Source: an optimization exercise on an open RTL-to-GDS flow (aim: a short achievable clock period and few clock cycles). Production flows keep margins and buffers that such runs may drop. At most, simulation tests tie the RTL to the original design; equivalence was not proved.

## the previous run
==> flow/design.v <==
module tsb_report_engine (
    input  wire       clk,
    input  wire       rst_n,        
    input  wire       fin_valid,
    output wire       fin_ready,
    input  wire [7:0] fin_data,
    input  wire       fin_req,      
    input  wire       fin_err,      
    output wire       out_valid,
    input  wire       out_ready,
    output wire [7:0] out_data,
    output wire       out_last
);
    localparam        NT  = 8;      
    localparam        NB  = 3;      
    localparam        PKT = 35;     
    localparam [15:0] SCAN_STEP = 16'd125;
    localparam [1:0] OUT_FRAME_OK  = 2'd0;
    localparam [1:0] OUT_NOT_READY = 2'd1;
    localparam [1:0] OUT_CORRUPT   = 2'd2;
    localparam [1:0] OUT_BUSFAIL   = 2'd3;
    integer e, s;
    reg        rdy_q;               
    wire       acc = fin_valid && rdy_q;
    reg        x_st;                
    reg  [2:0] x_pos;               
    reg        x_first;             
    reg        x_lastrec;           
    reg  [2:0] x_rem;               
    reg        x_tab;               
    wire       f_body = !fin_err && fin_data[7] && (fin_data[3:0] <= 4'd5) &&
                        (fin_data[2:0] != 3'd0);
    wire       f_rep  = fin_req && !(!fin_err && fin_data[7] && (fin_data[3:0] > 4'd5));
    wire       f_fin  = x_st ? !f_body : (x_lastrec && x_pos == 3'd7);
    always @(posedge clk) begin
        if (!rst_n) begin
            x_st <= 1'b1;
        end else if (acc) begin
            if (x_st) begin
                x_st      <= !f_body;
                x_pos     <= 3'd0;
                x_first   <= 1'b1;
                x_rem     <= fin_data[2:0] - 3'd1;
                x_lastrec <= (fin_data[2:0] == 3'd1);
                x_tab     <= f_rep;
            end else begin
                x_pos <= x_pos + 3'd1;
                if (x_pos == 3'd7) begin
                    x_st      <= x_lastrec;
                    x_first   <= 1'b0;
                    x_rem     <= x_rem - 3'd1;
                    x_lastrec <= (x_rem == 3'd1);
                end
            end
        end
    end
    reg        in_v;                
    reg  [7:0] in_d;
    reg        in_req, in_err;
    reg        in_st;               
    reg        in_fin;              
    reg        in_first;            
    reg        in_tab;              
    reg  [4:0] in_k;                
    always @(posedge clk) begin
        in_d     <= fin_data;
        in_req   <= fin_req;
        in_err   <= fin_err;
        in_st    <= x_st;
        in_fin   <= f_fin;
        in_first <= x_first;
        in_tab   <= x_tab;
        in_k     <= x_st ? 5'd0 : (5'd1 << x_pos);
        if (!rst_n)
            in_v <= 1'b0;
        else
            in_v <= acc;
    end
    reg  [NT-1:0] wt, rt;           
    reg  [NB-1:0] wb, rb;           
    reg  [NT-1:0] cnt_t;            
    reg  [NB-1:0] cnt_b;            
    reg  [4:0]    cur_sel;          
    wire       st_byte  = in_v && in_st;
    wire       commit   = in_v && in_fin;
    wire       commit_b = commit && !in_st && in_tab;
    wire       hdr_ok   = !in_err && in_d[7] && (in_d[3:0] <= 4'd5);
    wire [1:0] hdr_outc = in_err ? OUT_BUSFAIL :
                          !in_d[7] ? OUT_NOT_READY :
                          (in_d[3:0] > 4'd5) ? OUT_CORRUPT : OUT_FRAME_OK;
    reg  [4:0] id_sel;              
    always @(*) begin
        for (s = 0; s < 5; s = s + 1)
            id_sel[s] = (in_d[3:0] == s);
    end
    always @(posedge clk) begin
        if (in_v && in_k[0])
            cur_sel <= id_sel;
    end
    reg [2*NT-1:0]    tok_outc;
    reg [NT-1:0]      tok_rep;
    reg [NT-1:0]      tok_tab;      
    reg [3*NT-1:0]    tok_drop;
    reg [3*NT-1:0]    tok_tn;
    always @(posedge clk) begin
        for (e = 0; e < NT; e = e + 1) begin
            if (wt[e]) begin
                if (st_byte) begin
                    tok_outc[2*e +: 2] <= hdr_outc;
                    tok_rep[e]         <= in_req && (hdr_outc != OUT_CORRUPT);
                    tok_tab[e]         <= 1'b0;
                    tok_tn[3*e +: 3]   <= hdr_ok ? in_d[2:0] : 3'd0;
                    tok_drop[3*e +: 3] <= 3'd0;
                end
                if (in_v && in_k[0]) begin
                    tok_tab[e] <= in_tab;
                    if (id_sel == 5'd0)
                        tok_drop[3*e +: 3] <= tok_drop[3*e +: 3] + 3'd1;
                end
            end
        end
    end
    reg [NB-1:0]      tab_we;
    wire [NB-1:0]     wb_nx = commit_b ? {wb[NB-2:0], wb[NB-1]} : wb;
    always @(posedge clk) begin
        if (!rst_n)
            tab_we <= {NB{1'b0}};
        else
            tab_we <= {NB{acc && !x_st && x_tab}} & wb_nx;
    end
    reg [5*NB-1:0]    tab_tip;
    reg [80*NB-1:0]   tab_x;        
    reg [80*NB-1:0]   tab_y;
    always @(posedge clk) begin
        for (e = 0; e < NB; e = e + 1) begin
            if (tab_we[e]) begin
                if (in_k[0]) begin
                    if (in_first)
                        tab_tip[5*e +: 5] <= id_sel;
                    else
                        tab_tip[5*e +: 5] <= tab_tip[5*e +: 5] | id_sel;
                end
                for (s = 0; s < 5; s = s + 1) begin
                    if (cur_sel[s]) begin
                        if (in_k[1]) tab_x[80*e + 16*s +: 8]     <= in_d;
                        if (in_k[2]) tab_x[80*e + 16*s + 8 +: 8] <= in_d;
                        if (in_k[3]) tab_y[80*e + 16*s +: 8]     <= in_d;
                        if (in_k[4]) tab_y[80*e + 16*s + 8 +: 8] <= in_d;
                    end
                end
            end
        end
    end
    reg  [PKT-1:0]   pos;           
    reg  [15:0]      scan_cur;      
    reg              ov, kv;        
    reg  [7:0]       od, kd;
    reg              ol, kl;
    reg  [1:0]  h_outc;
    reg         h_rep, h_tab;
    reg  [2:0]  h_drop, h_tn;
    reg  [4:0]  h_tip;
    reg  [79:0] h_x, h_y;
    always @(*) begin
        h_outc = 2'd0; h_rep = 1'b0; h_tab = 1'b0; h_drop = 3'd0; h_tn = 3'd0;
        h_tip = 5'd0; h_x = 80'd0; h_y = 80'd0;
        for (e = 0; e < NT; e = e + 1) begin
            h_outc = h_outc | ({2{rt[e]}} & tok_outc[2*e +: 2]);
            h_rep  = h_rep  | (rt[e]      & tok_rep[e]);
            h_tab  = h_tab  | (rt[e]      & tok_tab[e]);
            h_drop = h_drop | ({3{rt[e]}} & tok_drop[3*e +: 3]);
            h_tn   = h_tn   | ({3{rt[e]}} & tok_tn[3*e +: 3]);
        end
        for (e = 0; e < NB; e = e + 1) begin
            h_tip  = h_tip  | ({5{rb[e]}}  & tab_tip[5*e +: 5]);
            h_x    = h_x    | ({80{rb[e]}} & tab_x[80*e +: 80]);
            h_y    = h_y    | ({80{rb[e]}} & tab_y[80*e +: 80]);
        end
    end
    wire [4:0] p_tip = h_tab ? h_tip : 5'd0;
    reg [8*PKT-1:0] pkt;
    always @(*) begin
        pkt = {8*PKT{1'b0}};
        pkt[7:0]   = {2'b00, (h_rep ? h_drop : 3'd0), h_rep, h_outc};
        pkt[15:8]  = 8'd1;
        pkt[31:16] = scan_cur;
        pkt[39:32] = {5'd0, h_tn};
        for (s = 0; s < 5; s = s + 1) begin
            pkt[8*(5+6*s) +: 8]  = s;
            pkt[8*(6+6*s) +: 8]  = {7'd0, p_tip[s]};
            pkt[8*(7+6*s) +: 16] = p_tip[s] ? h_x[16*s +: 16] : 16'd0;
            pkt[8*(9+6*s) +: 16] = p_tip[s] ? h_y[16*s +: 16] : 16'd0;
        end
    end
    reg [7:0] p_byte;               
    always @(*) begin
        p_byte = 8'd0;
        for (s = 0; s < PKT; s = s + 1)
            p_byte = p_byte | ({8{pos[s]}} & pkt[8*s +: 8]);
    end
    wire p_last = h_rep ? pos[PKT-1] : pos[0];
    wire s_v    = cnt_t[0];                 
    reg        bv;
    reg  [7:0] bd;
    reg        bl;
    wire b_adv  = bv && !kv;                
    wire s_adv  = s_v && (!bv || b_adv);    
    wire load   = s_adv && p_last;          
    always @(posedge clk) begin
        if (!rst_n) begin
            pos      <= {{PKT-1{1'b0}}, 1'b1};
            scan_cur <= SCAN_STEP;
        end else if (s_adv) begin
            if (p_last) begin
                pos      <= {{PKT-1{1'b0}}, 1'b1};
                scan_cur <= scan_cur + SCAN_STEP;
            end else begin
                pos <= {pos[PKT-2:0], 1'b0};
            end
        end
    end
    wire       o_move = !ov || out_ready;
    wire [7:0] o_nd   = kv ? kd : bd;
    wire       o_nl   = kv ? kl : bl;
    always @(posedge clk) begin
        if (!rst_n) begin
            bd <= 8'd0;
            bl <= 1'b0;
            bv <= 1'b0;
        end else begin
            bd <= ({8{s_adv}} & p_byte) | ({8{!s_adv}} & bd);
            bl <= (s_adv & p_last) | (!s_adv & bl);
            bv <= s_adv || (bv && !b_adv);
        end
    end
    always @(posedge clk) begin
        if (!rst_n) begin
            od <= 8'd0;
            ol <= 1'b0;
            ov <= 1'b0;
            kv <= 1'b0;
        end else begin
            od <= ({8{o_move}} & o_nd) | ({8{!o_move}} & od);
            ol <= (o_move & o_nl) | (!o_move & ol);
            if (o_move) begin
                ov <= kv || bv;
                kv <= 1'b0;
            end else if (b_adv) begin
                kv <= 1'b1;
            end
        end
    end
    always @(posedge clk) begin
        if (!o_move && b_adv) begin
            kd <= bd;
            kl <= bl;
        end
    end
    wire          load_b  = load && h_tab;
    wire [NT-1:0] cnt_t_nx = (commit && !load) ? {cnt_t[NT-2:0], 1'b1} :
                             (load && !commit) ? {1'b0, cnt_t[NT-1:1]} : cnt_t;
    wire [NB-1:0] cnt_b_nx = (commit_b && !load_b) ? {cnt_b[NB-2:0], 1'b1} :
                             (load_b && !commit_b) ? {1'b0, cnt_b[NB-1:1]} : cnt_b;
    wire [NT-1:0] cnt_t_fc = commit   ? {cnt_t[NT-2:0], 1'b1} : cnt_t;
    wire [NB-1:0] cnt_b_fc = commit_b ? {cnt_b[NB-2:0], 1'b1} : cnt_b;
    reg rdy_nx;
    always @(*) begin
        if (acc) begin
            if (f_fin)
                rdy_nx = !cnt_t_fc[NT-2];
            else if (x_st)
                rdy_nx = !(f_rep && cnt_b_fc[NB-1]);
            else
                rdy_nx = 1'b1;
        end else begin
            if (x_st)
                rdy_nx = !cnt_t_fc[NT-1];
            else if (x_first && x_pos == 3'd0)
                rdy_nx = !(x_tab && cnt_b_fc[NB-1]);
            else
                rdy_nx = 1'b1;
        end
    end
    always @(posedge clk) begin
        if (!rst_n) begin
            wt    <= {{NT-1{1'b0}}, 1'b1};
            rt    <= {{NT-1{1'b0}}, 1'b1};
            wb    <= {{NB-1{1'b0}}, 1'b1};
            rb    <= {{NB-1{1'b0}}, 1'b1};
            cnt_t <= {NT{1'b0}};
            cnt_b <= {NB{1'b0}};
            rdy_q <= 1'b1;
        end else begin
            if (commit)   wt <= {wt[NT-2:0], wt[NT-1]};
            if (load)     rt <= {rt[NT-2:0], rt[NT-1]};
            wb <= wb_nx;
            if (load_b)   rb <= {rb[NB-2:0], rb[NB-1]};
            cnt_t <= cnt_t_nx;
            cnt_b <= cnt_b_nx;
            rdy_q <= rdy_nx;
        end
    end
    assign fin_ready = rdy_q;
    assign out_valid = ov;
    assign out_data  = od;
    assign out_last  = ol;
endmodule
clock: 7.5 ns
lec_check: 0
abc_clock_period_in_ps: 2000
cap_margin: 20
core_margin: 2
core_utilization: 40
setup_slack_margin: 5
slew_margin: 20
tns_end_percent: 100
run.sh (not shown) runs the stock make flow with config.mk's settings and CLKGATE_MAP_FILE= SYNTH_SCRIPT=/design/flow/synth_recipe.tcl, a recipe that flattens the netlist after the stock synthesis.
The previous run: done, clean on timing, DRC and antenna
Testbench counts of the previous run, summed over its fixed seeds: cycles 141,162.
What the current run does differently from the previous run at the input level:
-- flow/design.v --
<<< the previous run, line 121
        end
    end
    reg [NB-1:0]      tab_we;
    wire [NB-1:0]     wb_nx = commit_b ? {wb[NB-2:0], wb[NB-1]} : wb;
    always @(posedge clk) begin
        if (!rst_n)
            tab_we <= {NB{1'b0}};
        else
            tab_we <= {NB{acc && !x_st && x_tab}} & wb_nx;
    end
    reg [5*NB-1:0]    tab_tip;
    reg [80*NB-1:0]   tab_x;        
>>> the current run, line 121
        end
    end
    reg [5*NB-1:0]    tab_tip;
    reg [80*NB-1:0]   tab_x;        
<<< the previous run, line 134
    always @(posedge clk) begin
        for (e = 0; e < NB; e = e + 1) begin
            if (tab_we[e]) begin
                if (in_k[0]) begin
                    if (in_first)
>>> the current run, line 126
    always @(posedge clk) begin
        for (e = 0; e < NB; e = e + 1) begin
            if (wb[e] && in_v && in_tab) begin
                if (in_k[0]) begin
                    if (in_first)
<<< the previous run, line 201
    wire p_last = h_rep ? pos[PKT-1] : pos[0];
    wire s_v    = cnt_t[0];                 
    reg        bv;
    reg  [7:0] bd;
    reg        bl;
    wire b_adv  = bv && !kv;                
    wire s_adv  = s_v && (!bv || b_adv);    
    wire load   = s_adv && p_last;          
    always @(posedge clk) begin
>>> the current run, line 193
    wire p_last = h_rep ? pos[PKT-1] : pos[0];
    wire s_v    = cnt_t[0];                 
    wire s_adv  = s_v && !kv;               
    wire load   = s_adv && p_last;          
    always @(posedge clk) begin
<<< the previous run, line 221
    end
    wire       o_move = !ov || out_ready;
    wire [7:0] o_nd   = kv ? kd : bd;
    wire       o_nl   = kv ? kl : bl;
    always @(posedge clk) begin
        if (!rst_n) begin
            bd <= 8'd0;
            bl <= 1'b0;
            bv <= 1'b0;
        end else begin
            bd <= ({8{s_adv}} & p_byte) | ({8{!s_adv}} & bd);
            bl <= (s_adv & p_last) | (!s_adv & bl);
            bv <= s_adv || (bv && !b_adv);
        end
    end
    always @(posedge clk) begin
        if (!rst_n) begin
>>> the current run, line 209
    end
    wire       o_move = !ov || out_ready;
    wire [7:0] o_nd   = kv ? kd : p_byte;
    wire       o_nl   = kv ? kl : p_last;
    always @(posedge clk) begin
        if (!rst_n) begin
<<< the previous run, line 244
            ol <= (o_move & o_nl) | (!o_move & ol);
            if (o_move) begin
                ov <= kv || bv;
                kv <= 1'b0;
            end else if (b_adv) begin
                kv <= 1'b1;
            end
>>> the current run, line 221
            ol <= (o_move & o_nl) | (!o_move & ol);
            if (o_move) begin
                ov <= kv || s_adv;
                kv <= 1'b0;
            end else if (s_adv) begin
                kv <= 1'b1;
            end
<<< the previous run, line 252
    end
    always @(posedge clk) begin
        if (!o_move && b_adv) begin
            kd <= bd;
            kl <= bl;
        end
    end
>>> the current run, line 229
    end
    always @(posedge clk) begin
        if (!o_move && s_adv) begin
            kd <= p_byte;
            kl <= p_last;
        end
    end
<<< the previous run, line 262
    wire [NB-1:0] cnt_b_nx = (commit_b && !load_b) ? {cnt_b[NB-2:0], 1'b1} :
                             (load_b && !commit_b) ? {1'b0, cnt_b[NB-1:1]} : cnt_b;
    wire [NT-1:0] cnt_t_fc = commit   ? {cnt_t[NT-2:0], 1'b1} : cnt_t;
    wire [NB-1:0] cnt_b_fc = commit_b ? {cnt_b[NB-2:0], 1'b1} : cnt_b;
    reg rdy_nx;
    always @(*) begin
        if (acc) begin
            if (f_fin)
                rdy_nx = !cnt_t_fc[NT-2];
            else if (x_st)
                rdy_nx = !(f_rep && cnt_b_fc[NB-1]);
            else
                rdy_nx = 1'b1;
        end else begin
            if (x_st)
                rdy_nx = !cnt_t_fc[NT-1];
            else if (x_first && x_pos == 3'd0)
                rdy_nx = !(x_tab && cnt_b_fc[NB-1]);
            else
                rdy_nx = 1'b1;
>>> the current run, line 239
    wire [NB-1:0] cnt_b_nx = (commit_b && !load_b) ? {cnt_b[NB-2:0], 1'b1} :
                             (load_b && !commit_b) ? {1'b0, cnt_b[NB-1:1]} : cnt_b;
    reg rdy_nx;
    always @(*) begin
        if (acc) begin
            if (f_fin)
                rdy_nx = !cnt_t_nx[NT-2];
            else if (x_st)
                rdy_nx = !(f_rep && cnt_b_nx[NB-1]);
            else
                rdy_nx = 1'b1;
        end else begin
            if (x_st)
                rdy_nx = !cnt_t_nx[NT-1];
            else if (x_first && x_pos == 3'd0)
                rdy_nx = !(x_tab && cnt_b_nx[NB-1]);
            else
                rdy_nx = 1'b1;
<<< the previous run, line 294
            if (commit)   wt <= {wt[NT-2:0], wt[NT-1]};
            if (load)     rt <= {rt[NT-2:0], rt[NT-1]};
            wb <= wb_nx;
            if (load_b)   rb <= {rb[NB-2:0], rb[NB-1]};
            cnt_t <= cnt_t_nx;
>>> the current run, line 269
            if (commit)   wt <= {wt[NT-2:0], wt[NT-1]};
            if (load)     rt <= {rt[NT-2:0], rt[NT-1]};
            if (commit_b) wb <= {wb[NB-2:0], wb[NB-1]};
            if (load_b)   rb <= {rb[NB-2:0], rb[NB-1]};
            cnt_t <= cnt_t_nx;
Notes after the runs:
Number of nets in the layout delta for the current run relative to the previous run: 56 higher. The current run vs. the previous run: largest net degree at the start of global routing fell 4, number of violations reported at the end of detailed-routing iteration 0 went up by 106. Changes observed in the current run relative to the previous run: hold slack went down; number of standard-cell rows in the floorplan went down; area growth from synthesis to layout went up. For count of cells along the worst hold path, the previous run and the current run come out practically identical. Compared with the previous run, the current run shows buffer count excluding the clock tree in the final layout that has gone up by more than half. The final layouts of the current run and the previous run pass the timing, design-rule and antenna checks. Where cell area is concerned, the previous run is better than the current run.
The RTL of the current run was laid out without a check of its function.

re-timing with driven ports:
No port has a modelled driver above. Below, the same layouts with a new extraction and two added sets of constraints.
Step 1: set_driving_cell puts a clkbuf_16 on clk and a buf_2 on each other input, an assumption about the parent block.
Step 2 also shifts input and output timing later by t, the mid clock arrival at the registers, as if the neighbouring blocks saw the same clock.
Slacks: no drivers / after step 1 / after step 2; pairs: no drivers / after step 1.
| run | shift t [ns] | slack for setup (ns) | worst slew at a driven data input, ns |
|---|---|---|---|
| the previous run | 0.670 | 4.928 / 4.871 / 4.425 | 0.06 |
| the current run | 0.665 | 4.767 / 4.767 / 4.533 | 0.03 |
After both steps every run listed still meets setup and hold. For the previous run, which loses most, drivers alone change the setup slack by -0.057 ns; drivers and shift together by -0.503 ns.
